This design comes from an exercise in tuning for small area, a short achievable clock period and few clock cycles on the open sky130 flow, not from production work.
Where RTL was checked, it was by simulation tests only, not by an equivalence proof against the original.
Power and IR drop assume default switching activity.

== rev 12 ==
// pfsm
module pfsm #(
    parameter [7:0] MARKER0      = 8'hA5,
    parameter [7:0] MARKER1      = 8'h5A,
    parameter [7:0] RETRY_BUDGET = 8'd2
) (
    input  wire         clk,
    input  wire         rst,
    input  wire         h_valid,
    output wire         h_ready,
    input  wire [18:0]  h_data,
    output reg          r_valid,
    input  wire         r_ready,
    output reg  [7:0]   r_data,
    output reg          r_last,
    input  wire         irq_valid,
    input  wire [3:0]   irq_flags,
    output reg          o_valid,
    input  wire         o_ready,
    output reg  [3:0]   o_op,
    output reg  [7:0]   o_data,
    input  wire         i_valid,
    output wire         i_ready,
    input  wire [7:0]   i_data,
    output wire         cip_req,
    output wire         cip_dir,
    output wire [127:0] cip_din,
    output wire [127:0] cip_key,
    input  wire         cip_done,
    input  wire         cip_timeout,
    input  wire [127:0] cip_dout,
    output wire         idle,
    output wire         fatal,
    output wire [2:0]   fault
);
    localparam [6:0] MAX_FRAME = 7'd96;
    localparam [3:0] OP_CONFIGURE = 4'd1,
                     OP_RX_ARM    = 4'd2,
                     OP_STROBE_RDY= 4'd3,
                     OP_FLUSH_RX  = 4'd4,
  ...
==> flow/config.mk <==
export PLATFORM = sky130hd
export DESIGN_NAME = pfsm
export DESIGN_NICKNAME = pfsm
export VERILOG_FILES = /design/flow/design.v
export SDC_FILE = /design/flow/constraint.sdc
export NUM_CORES = 8
export LEC_CHECK = 0
export CAP_MARGIN = 20
export CORE_MARGIN = 2
export CORE_UTILIZATION = 60
export SLEW_MARGIN = 20
==> flow/constraint.sdc <==
create_clock -name core_clock -period 10.0 [get_ports {clk}]
set_input_delay 2.0000 -clock core_clock [delete_from_list [all_inputs] [get_ports {clk}]]
set_output_delay 2.0000 -clock core_clock [all_outputs]
set_load 0.01 [all_outputs]
standard.sh (not shown) runs the stock make flow with config.mk's settings and CLKGATE_MAP_FILE= SYNTH_SCRIPT=/design/flow/synth_recipe.tcl, a recipe that flattens the netlist after the stock synthesis.
==> flow/flow/run.sh <==
#!/bin/bash
# Layout: the standard ORFS flow (standard.sh, unchanged synthesis) with
# these settings:
#  - timing repair aims for 6.7 ns of setup slack (the default flow allows 5),
#  - no gate cloning during timing repair,
#  - port buffers are sky130_fd_sc_hd__buf_1,
#  - clock-tree sink clusters of up to 25 flip-flops within 80 um.
# All tool output goes to standard.log here (and ORFS's own logs under orfs/).
export SETUP_SLACK_MARGIN=6.7
export SKIP_GATE_CLONING=1
export BUFFER_PORTS_ARGS="-buffer_cell sky130_fd_sc_hd__buf_1"
export CTS_CLUSTER_SIZE=25
export CTS_CLUSTER_DIAMETER=80
bash standard.sh finish > standard.log 2>&1
Testbench counts of rev 12, summed over its fixed seeds: cycles 165,690.
> inputs changed (rev 12 -> rev 13)
diff --git a/flow/design.v b/flow/design.v
--- a/flow/design.v
+++ b/flow/design.v
@@ -180,20 +180,19 @@
     reg [3:0]   o_op_n;
     reg [7:0]   o_data_n, r_data_n;
     reg         fs_tx, fs_ack, fs_rx;
     reg [7:0]   fs_p, fs_seq;
     reg         acc_idle_n;
     reg [4:0]   st_b;
     reg         ov_b, rv_b, isrc_b;
     reg [1:0]   ist_b;
     wire        irq_go = idl && !h_valid && irq_valid && mode == M_RUN && !fat && irq_flags[2:0] != 3'd0;
-    wire        fifo_end = i_valid && ((ist == I_LEN && i_data == 8'd0) ||
-                                       (ist == I_DAT && ir && frem == 8'd1));
+    wire        fifo_end = i_valid && ist == I_DAT && ir && frem == 8'd1;
     wire        met_end  = i_valid && ist == I_MET && frem[1:0] == 2'd2;
     wire        lqi_go   = idl && h_valid && !fat && mode == M_RUN &&
                            (h_data[18:16] == 3'd3 || h_data[18:16] == 3'd4);
     wire        irq_work = irq_flags[0] ? tx_busy : (irq_flags[2:1] != 2'd0);
     reg [3:0]   pw_op, pop, pop_n;
     reg         pw_dat, pdat, pdat_n;
     reg [4:0]   pw_st, pst, pst_n;
     always @(posedge clk) begin
         pop <= pop_n; pdat <= pdat_n; pst <= pst_n;
==> run notes <==
- A dominant combinational cell family by area after synthesis of simple AND/OR/NAND/NOR gates is what rev 12 shows, while multiplexers belongs to rev 13.
- Sort rev 13 and rev 12 by delay of the slowest cell on the worst path, ascending, and rev 13 comes first.
- Insertion delay to the later sink of the worst-skew pair up 0.03 ns in rev 13 wrt rev 12
- Against rev 12 as the reference, rev 13 delivers a lower overall routing resource usage.
- Rev 13 vs. rev 12: final worst-path setup slack saw an increase, actual transition at the worst max-transition pin saw an increase, storage element area saw little to no change, worst path required time saw an increase.
- Going from rev 12 to rev 13, combinational cell power grew by a few percent.
- In rev 13, the synthesized area came out about 0.4% above the value in rev 12.
- Rev 13 against rev 12: fmax picked up an extra about 2%; final count of negative-setup-slack endpoints neither gained nor lost much.
Testbench counts of rev 13, summed over its fixed seeds: cycles 165,331.

========
Another version of the RTL of pfsm (not shown whole).
For scale: about 2100 flip-flops, about 73000 um^2 of cells after synthesis.
clock: 10.0 ns
lec_check: 0
cap_margin: 20
core_margin: 2
core_utilization: 60
slew_margin: 20
Scripts as last shown in full above: flow/flow/run.sh
Edit:
--- a/flow/design.v
+++ b/flow/design.v
@@ -183,16 +183,15 @@
     reg         fs_tx, fs_ack, fs_rx;
     reg [7:0]   fs_p, fs_seq;
     reg         acc_idle_n;
     reg [4:0]   st_b;
     reg         ov_b, rv_b, isrc_b;
     reg [1:0]   ist_b;
     wire        irq_go = idl && !h_valid && irq_valid && mode == M_RUN && !fat && irq_flags[2:0] != 3'd0;
-    wire        fifo_end = i_valid && ((ist == I_LEN && i_data == 8'd0) ||
-                                       (ist == I_DAT && ir && frem == 8'd1));
+    wire        fifo_end = i_valid && ist == I_DAT && ir && frem == 8'd1;
     wire        met_end  = i_valid && ist == I_MET && frem[1:0] == 2'd2;
     wire        lqi_go   = idl && h_valid && !fat && mode == M_RUN &&
                            (h_data[18:16] == 3'd3 || h_data[18:16] == 3'd4);
     wire        irq_work = irq_flags[0] ? tx_busy : (irq_flags[2:1] != 2'd0);
     reg [3:0]   pw_op, pop, pop_n;
     reg         pw_dat, pdat, pdat_n;
     reg [4:0]   pw_st, pst, pst_n;
Outcome:
- clock skew rose by 0.030 ns
- worst setup slack improved by 0.16 ns
- maximum frequency rose by about 4.6%
- global-route usage rose by 0.21 points
- register-to-register slack got worse by 0.02 ns
- synthesized cell count rose by about 1.3%
- hold slack improved by 0.0038 ns
- die area rose by about 0.55%
- clock-buffer cell count rose by 18
- routed wire length rose by 0.78%
- combinational power fell by about 8%
- cell area rose by about 0.8%
- sequential cell count stays the same
- area after synthesis rose by about 0.56%
Function was not checked in any run of this note: the RTL went through the layout flow alone.

========
## juniper
pfsm, a different RTL version from the one above (not shown whole).
For scale: ~3,900 cells after synthesis, about 2,000 flip-flops, about 460 I/O pins, about 0.072 mm2 of cells after synthesis.
==> flow/config.mk <==
export PLATFORM = sky130hd
export DESIGN_NAME = pfsm
export DESIGN_NICKNAME = pfsm
export VERILOG_FILES = /design/flow/design.v
export SDC_FILE = /design/flow/constraint.sdc
export NUM_CORES = 8
export LEC_CHECK = 0
export CAP_MARGIN = 20
export CORE_MARGIN = 2
export CORE_UTILIZATION = 40
export SLEW_MARGIN = 20
==> flow/constraint.sdc <==
create_clock -name core_clock -period 10.0 [get_ports {clk}]
set_input_delay 2.0000 -clock core_clock [delete_from_list [all_inputs] [get_ports {clk}]]
set_output_delay 2.0000 -clock core_clock [all_outputs]
set_load 0.01 [all_outputs]
==> flow/flow/run.sh <==
#!/bin/bash
# Layout: the standard ORFS flow (standard.sh, unchanged synthesis) with
# these settings:
#  - timing repair aims for 6.5 ns of setup slack (the default flow allows 5),
#  - no gate cloning during timing repair,
#  - port buffers are sky130_fd_sc_hd__buf_1,
#  - clock-tree sink clusters of up to 25 flip-flops within 80 um.
# All tool output goes to standard.log here (and ORFS's own logs under orfs/).
export SETUP_SLACK_MARGIN=6.5
export SKIP_GATE_CLONING=1
export BUFFER_PORTS_ARGS="-buffer_cell sky130_fd_sc_hd__buf_1"
export CTS_CLUSTER_SIZE=25
export CTS_CLUSTER_DIAMETER=80
bash standard.sh finish > standard.log 2>&1
juniper did not stop at any stage, and its layout met the timing, DRC and antenna checks.
Testbench counts of juniper, summed over its fixed seeds: cycles 164,378.
diff inputs: juniper => cedar
--- a/flow/design.v
+++ b/flow/design.v
@@ -104,25 +104,32 @@
     assign h_ready = hr;
     assign i_ready = ir;
     assign idle    = idl;
     assign fatal   = fat;
     assign fault   = fault_r;
     assign cip_req = creq;
     assign cip_dir = cdir;
     assign cip_din = A;
     assign cip_key = key;
     wire o_free = !o_valid || o_ready;
     wire r_free = !r_valid || r_ready;
-    wire [2:0]  op   = h_data[18:16];
-    wire [7:0]  op_a = h_data[15:8];
-    wire [7:0]  op_n = h_data[7:0];
+    reg  [18:0] cq;
+    reg         cv;
+    wire [2:0]  op   = cq[18:16];
+    wire [7:0]  op_a = cq[15:8];
+    wire [7:0]  op_n = cq[7:0];
+    always @(posedge clk) begin
+        cq <= h_data;
+        if (rst) cv <= 1'b0;
+        else     cv <= idl && h_valid;
+    end
     wire [7:0] bus  = isrc ? i_data : h_data[7:0];
     wire       in_v = isrc ? i_valid : h_valid;
     wire       acc  = iact && in_rdy && in_v;
     wire [3:0] pos  = icnt[3:0];
     wire       lastb = (irem == 7'd1);
     wire       blk_cmp = acc && (pos == 4'd15 || lastb);
     wire       ok_done = creq && cip_done;
     wire       fail_now = creq && cip_timeout;
     wire       can_start = !creq || ok_done;
     wire       start = can_start && (pend || blk_cmp) && !cfail;
     wire       wA = acc && !creq;
@@ -245,24 +252,24 @@
             endcase
             mcnt_n = mcnt + 2'd1;
             if (mcnt == 2'd2) ist_n = I_OFF;
         end
         default: ;
         endcase
         if (kact && h_valid) begin
             frem_n = frem - 8'd1;
             if (frem == 8'd1) kact_n = 1'b0;
         end
         case (st)
-        ST_IDLE: if (idl) begin
-            if (h_valid) begin
+        ST_IDLE: begin
+            if (cv) begin
                 frem_n = op_n;
                 if (fat) begin
                     if ((op == 3'd0 || op == 3'd1) && op_n != 8'd0) st_n = ST_DRAIN;
                 end else if (op == 3'd6 || op == 3'd7) begin
                     fat_n = 1'b1; if (fault_r == 3'd0) fault_n = F_BADCMD;
                 end else if (op == 3'd0 && op_n != 8'd16) begin
                     fat_n = 1'b1; if (fault_r == 3'd0) fault_n = F_BADCMD;
                     if (op_n != 8'd0) st_n = ST_DRAIN;
                 end else if (op != 3'd0 && mode != M_RUN) begin
                     fat_n = 1'b1; if (fault_r == 3'd0) fault_n = F_NOT_INIT;
                     if (op == 3'd1 && op_n != 8'd0) st_n = ST_DRAIN;
@@ -338,23 +345,23 @@
                     end
                     3'd4: begin                   
                         r_valid_n = 1'b1; r_data_n = good_rssi; r_last_n = 1'b1;
                     end
                     3'd5: begin                   
                         o_valid_n = 1'b1; o_op_n = OP_POWER_DN; o_data_n = 8'd0;
                         mode_n = M_STOPPED;
                     end
                     default: ;
                     endcase
                 end
-            end else if (irq_valid && mode == M_RUN && !fat && irq_flags[2:0] != 3'd0) begin
+            end else if (idl && !h_valid && irq_valid && mode == M_RUN && !fat && irq_flags[2:0] != 3'd0) begin
                 snap2_n = irq_flags[2];
                 afill_n = 1'b0;
                 if (irq_flags[1] && !(irq_flags[0] && !tx_busy)) begin
                     rx_parsed_n  = 1'b0;
                     rx_decdone_n = 1'b0;
                     rx_sh_n      = 3'd0;
                     ist_n        = I_LEN;
                     f_first_n    = 1'b1;
                     cfail_n      = 1'b0;
                     cdir_n       = 1'b1;
                     isrc_n       = 1'b1;
@@ -521,23 +528,23 @@
             st_n = ST_IDLE;
         end
         default: st_n = ST_IDLE;
         endcase
         begin : rdy
             reg [3:0] p_n;
             p_n = acc ? pos + 4'd1 : pos;
             in_rdy_n = iact_n && !(creq_n && p_n >= 4'd4);
         end
         if (fs_tx) in_rdy_n = iact_n;
         if (ist == I_LEN && i_valid) in_rdy_n = (i_data != 8'd0);
-        acc_idle_n = (st_n == ST_IDLE) && !o_valid_n && !r_valid_n;
+        acc_idle_n = (st_n == ST_IDLE) && !o_valid_n && !r_valid_n && !(idl && h_valid);
     end
     always @(posedge clk) begin
         if (rst) begin
             st <= ST_IDLE; mode <= M_UNINIT; fat <= 1'b0; fault_r <= 3'd0;
             kact <= 1'b0; tx_busy <= 1'b0; tx_rot <= 3'd0;
             rx_parsed <= 1'b0; rx_sh <= 3'd0;
             iact <= 1'b0; in_rdy <= 1'b0; ist <= I_OFF;
             creq <= 1'b0; pend <= 1'b0; cfail <= 1'b0;
             o_valid <= 1'b0; r_valid <= 1'b0;
             hr <= 1'b0; ir <= 1'b0; idl <= 1'b0;
         end else begin
--- outcome ---
In the tables for juniper and cedar, number of vias in the routed layout reads higher with cedar. [compare] base=juniper new=cedar: final area shows a reduction of 890 um2, core occupancy in the finished layout shows a reduction of 0.59 points, clock network area share shows a reduction of 0.45 points. On post-DP HPWL, juniper and cedar are basically level. cedar vs. juniper: area enclosed by the die boundary went up by 910 um2; total routed wire length on the met1 layer went down by 1700 um; achievable clock frequency went down by about 0.8%; global routing usage on met2 went down by 1.3 points. Going from juniper to cedar, the total power was found to have gone down by about 4%. Synthesized cell count, juniper and cedar: larger value in cedar. Number of resized instances in the post-cts repair step (cedar / juniper): 0.55.
Only the layout flow was run in cedar; the RTL was not checked for function there.

========
pfsm, a different RTL version from the one above (not shown whole).
For scale: about 2,100 flip-flops, ~460 I/O pins, about 73,000 um^2 of cells after synthesis.
==> flow/design.v (excerpt) <==
module pfsm #(
    parameter [7:0] MARKER0      = 8'hA5,
    parameter [7:0] MARKER1      = 8'h5A,
    parameter [7:0] RETRY_BUDGET = 8'd2
) (
    input  wire         clk,
    input  wire         rst,
    input  wire         h_valid,
    output wire         h_ready,
    input  wire [18:0]  h_data,
    output reg          r_valid,
    input  wire         r_ready,
    output reg  [7:0]   r_data,
    output reg          r_last,
    input  wire         irq_valid,
    input  wire [3:0]   irq_flags,
    output reg          o_valid,
    input  wire         o_ready,
    output reg  [3:0]   o_op,
    output reg  [7:0]   o_data,
    input  wire         i_valid,
    output wire         i_ready,
    input  wire [7:0]   i_data,
    output wire         cip_req,
    output wire         cip_dir,
    output wire [127:0] cip_din,
    output wire [127:0] cip_key,
    input  wire         cip_done,
    input  wire         cip_timeout,
    input  wire [127:0] cip_dout,
    output wire         idle,
    output wire         fatal,
    output wire [2:0]   fault
);
==> flow/config.mk <==
export PLATFORM = sky130hd
export DESIGN_NAME = pfsm
export DESIGN_NICKNAME = pfsm
export VERILOG_FILES = /design/flow/design.v
export SDC_FILE = /design/flow/constraint.sdc
export NUM_CORES = 8
export LEC_CHECK = 0
export CAP_MARGIN = 20
export CORE_MARGIN = 2
export CORE_UTILIZATION = 40
export SLEW_MARGIN = 20
==> flow/constraint.sdc <==
create_clock -name core_clock -period 10.0 [get_ports {clk}]
set_input_delay 2.0000 -clock core_clock [delete_from_list [all_inputs] [get_ports {clk}]]
set_output_delay 2.0000 -clock core_clock [all_outputs]
set_load 0.01 [all_outputs]
Scripts as last shown in full above: flow/flow/run.sh
Next try:
--- a/flow/design.v
+++ b/flow/design.v
@@ -257,24 +257,24 @@
             icnt_n  = 7'd0;
             iact_n  = (i_data != 8'd0);
             ist_n   = (i_data == 8'd0) ? I_MET : I_DAT;
         end
         I_DAT: if (i_valid && ir) begin
             frem_n = frem - 8'd1;
             if (frem == 8'd1) ist_n = I_MET;
         end
         I_MET: if (i_valid) begin
-            case (frem[1:0])
+            case (frem[1:0])           
                 2'd0: rx_src_n  = i_data;
-                2'd1: rx_rssi_n = i_data;
+                2'd3: rx_rssi_n = i_data;
                 default: rx_lqi_n = i_data;
             endcase
-            frem_n = frem + 8'd1;
+            frem_n = frem - 8'd1;
             if (frem[1:0] == 2'd2) ist_n = I_OFF;
         end
         default: ;
         endcase
         if (kact && h_valid) begin
             frem_n = frem - 8'd1;
             if (frem == 8'd1) kact_n = 1'b0;
         end
         case (st)
@@ -647,35 +647,37 @@
             rx_b2  <= cip_dout[23:16];
             rx_f0  <= cip_dout[24];
             rx_seq <= cip_dout[39:32];
             rx_b5  <= cip_dout[47:40];
         end
     end
     always @(posedge clk) begin
         if (start) c_first <= f_first;
     end
+    wire       fs_hdr = fs_tx || fs_ack;
+    wire       a_clr  = fs_hdr || fs_rx || ok_done;
+    wire [7:0] busz   = a_clr ? 8'h00 : bus;
+    wire [7:0] hdr2   = fs_p;
+    wire [7:0] hdr4   = fs_seq;
+    wire [7:0] hdr5   = fs_ack ? rx_seq : 8'h00;
     integer k;
     always @(posedge clk) begin
         for (k = 0; k < 16; k = k + 1) begin
-            if (fs_tx || fs_ack || fs_rx) begin
-                if (fs_rx || k > 5)  A[8*k +: 8] <= 8'h00;
-                else if (k == 0)     A[8*k +: 8] <= MARKER0;
-                else if (k == 1)     A[8*k +: 8] <= MARKER1;
-                else if (k == 2)     A[8*k +: 8] <= fs_p;
-                else if (k == 3)     A[8*k +: 8] <= {7'd0, fs_ack};
-                else if (k == 4)     A[8*k +: 8] <= fs_seq;
-                else                 A[8*k +: 8] <= fs_ack ? rx_seq : 8'h00;
-            end else if (wA && pos == k) begin
-                A[8*k +: 8] <= bus;
-            end else if (ok_done) begin
-                if (k < 4 && wS && pos[1:0] == k) A[8*k +: 8] <= bus;
-                else if (k < 4 && sv[k])         A[8*k +: 8] <= S[8*k +: 8];
-                else                             A[8*k +: 8] <= 8'h00;
+            if ((wA && pos == k) || a_clr) begin
+                if (k < 4 && ok_done && ((wS && pos[1:0] == k) || sv[k]))
+                    A[8*k +: 8] <= (wS && pos[1:0] == k) ? bus : S[8*k +: 8];
+                else if (k == 0 && fs_hdr) A[8*k +: 8] <= MARKER0;
+                else if (k == 1 && fs_hdr) A[8*k +: 8] <= MARKER1;
+                else if (k == 2 && fs_hdr) A[8*k +: 8] <= hdr2;
+                else if (k == 3 && fs_hdr) A[8*k +: 8] <= {7'd0, fs_ack};
+                else if (k == 4 && fs_hdr) A[8*k +: 8] <= hdr4;
+                else if (k == 5 && fs_hdr) A[8*k +: 8] <= hdr5;
+                else                       A[8*k +: 8] <= busz;
             end
         end
         for (k = 0; k < 4; k = k + 1)
             if (wS && pos[1:0] == k) S[8*k +: 8] <= bus;
     end
     always @(posedge clk) begin
         if (rst) sv <= 4'd0;
         else if (ok_done || fail_now) sv <= 4'd0;
         else if (wS) sv <= sv | (4'd1 << pos[1:0]);
What happened: Flip-flop and latch count is unchanged; clock-buffer cell count rose by 11; area after synthesis fell by 1.4%; total power fell by 1.3%; setup slack gets worse by 62 ps; clock skew fell by 15 ps; cell area fell by 1.5%; cell count fell by 4.3%; routed wire length fell by 4.3%; die area fell by 1.3%; clock power fell by about 1%; first-iteration DRC count fell by 14%; via count fell by 6.6%; hold slack barely changes.
Testbench counts after the change, summed over its fixed seeds: cycles 167,131.
For the first run of this note, only the layout was checked, not whether the RTL still works.

==> what the ideal ports hide <==
No port has a modelled driver above. Below, the same layouts with a new extraction and two added sets of constraints.
Step 1: set_driving_cell puts a clkbuf_16 on clk and a buf_2 on each other input, an assumption about the parent block.
Step 2 times the ports against the registers' clock, not the clock port: input delays grow and output delays shrink by t, the midpoint of the rising clock arrivals with the driver on.
Slacks: ideal ports / drivers / drivers and shift; pairs: ideal ports / drivers.
| run | t, ns | slack for setup (ns) | clock arrival spread, ns |
|---|---|---|---|
| rev 12 | 0.779 | 6.567 / 6.515 / 5.736 | 0.032 / 0.032 |
| rev 13 | 0.800 | 6.637 / 6.561 / 5.862 | 0.040 / 0.041 |
| the first run of note 2 | 0.786 | 6.466 / 6.478 / 5.692 | 0.038 / 0.038 |
| the second run of note 2 | 0.777 | 6.622 / 6.569 / 5.840 | 0.068 / 0.068 |
| juniper | 0.827 | 6.340 / 6.376 / 5.549 | 0.058 / 0.058 |
| cedar | 0.831 | 6.309 / 6.323 / 5.492 | 0.054 / 0.054 |
| the first run of note 4 | 0.856 | 6.501 / 6.443 / 5.643 | 0.054 / 0.054 |
| the second run of note 4 | 0.831 | 6.439 / 6.427 / 5.620 | 0.037 / 0.036 |
After both steps every run listed still meets setup and hold. For the first run of note 4, which loses most, drivers alone change the setup slack by -0.058 ns; drivers and shift together by -0.858 ns.
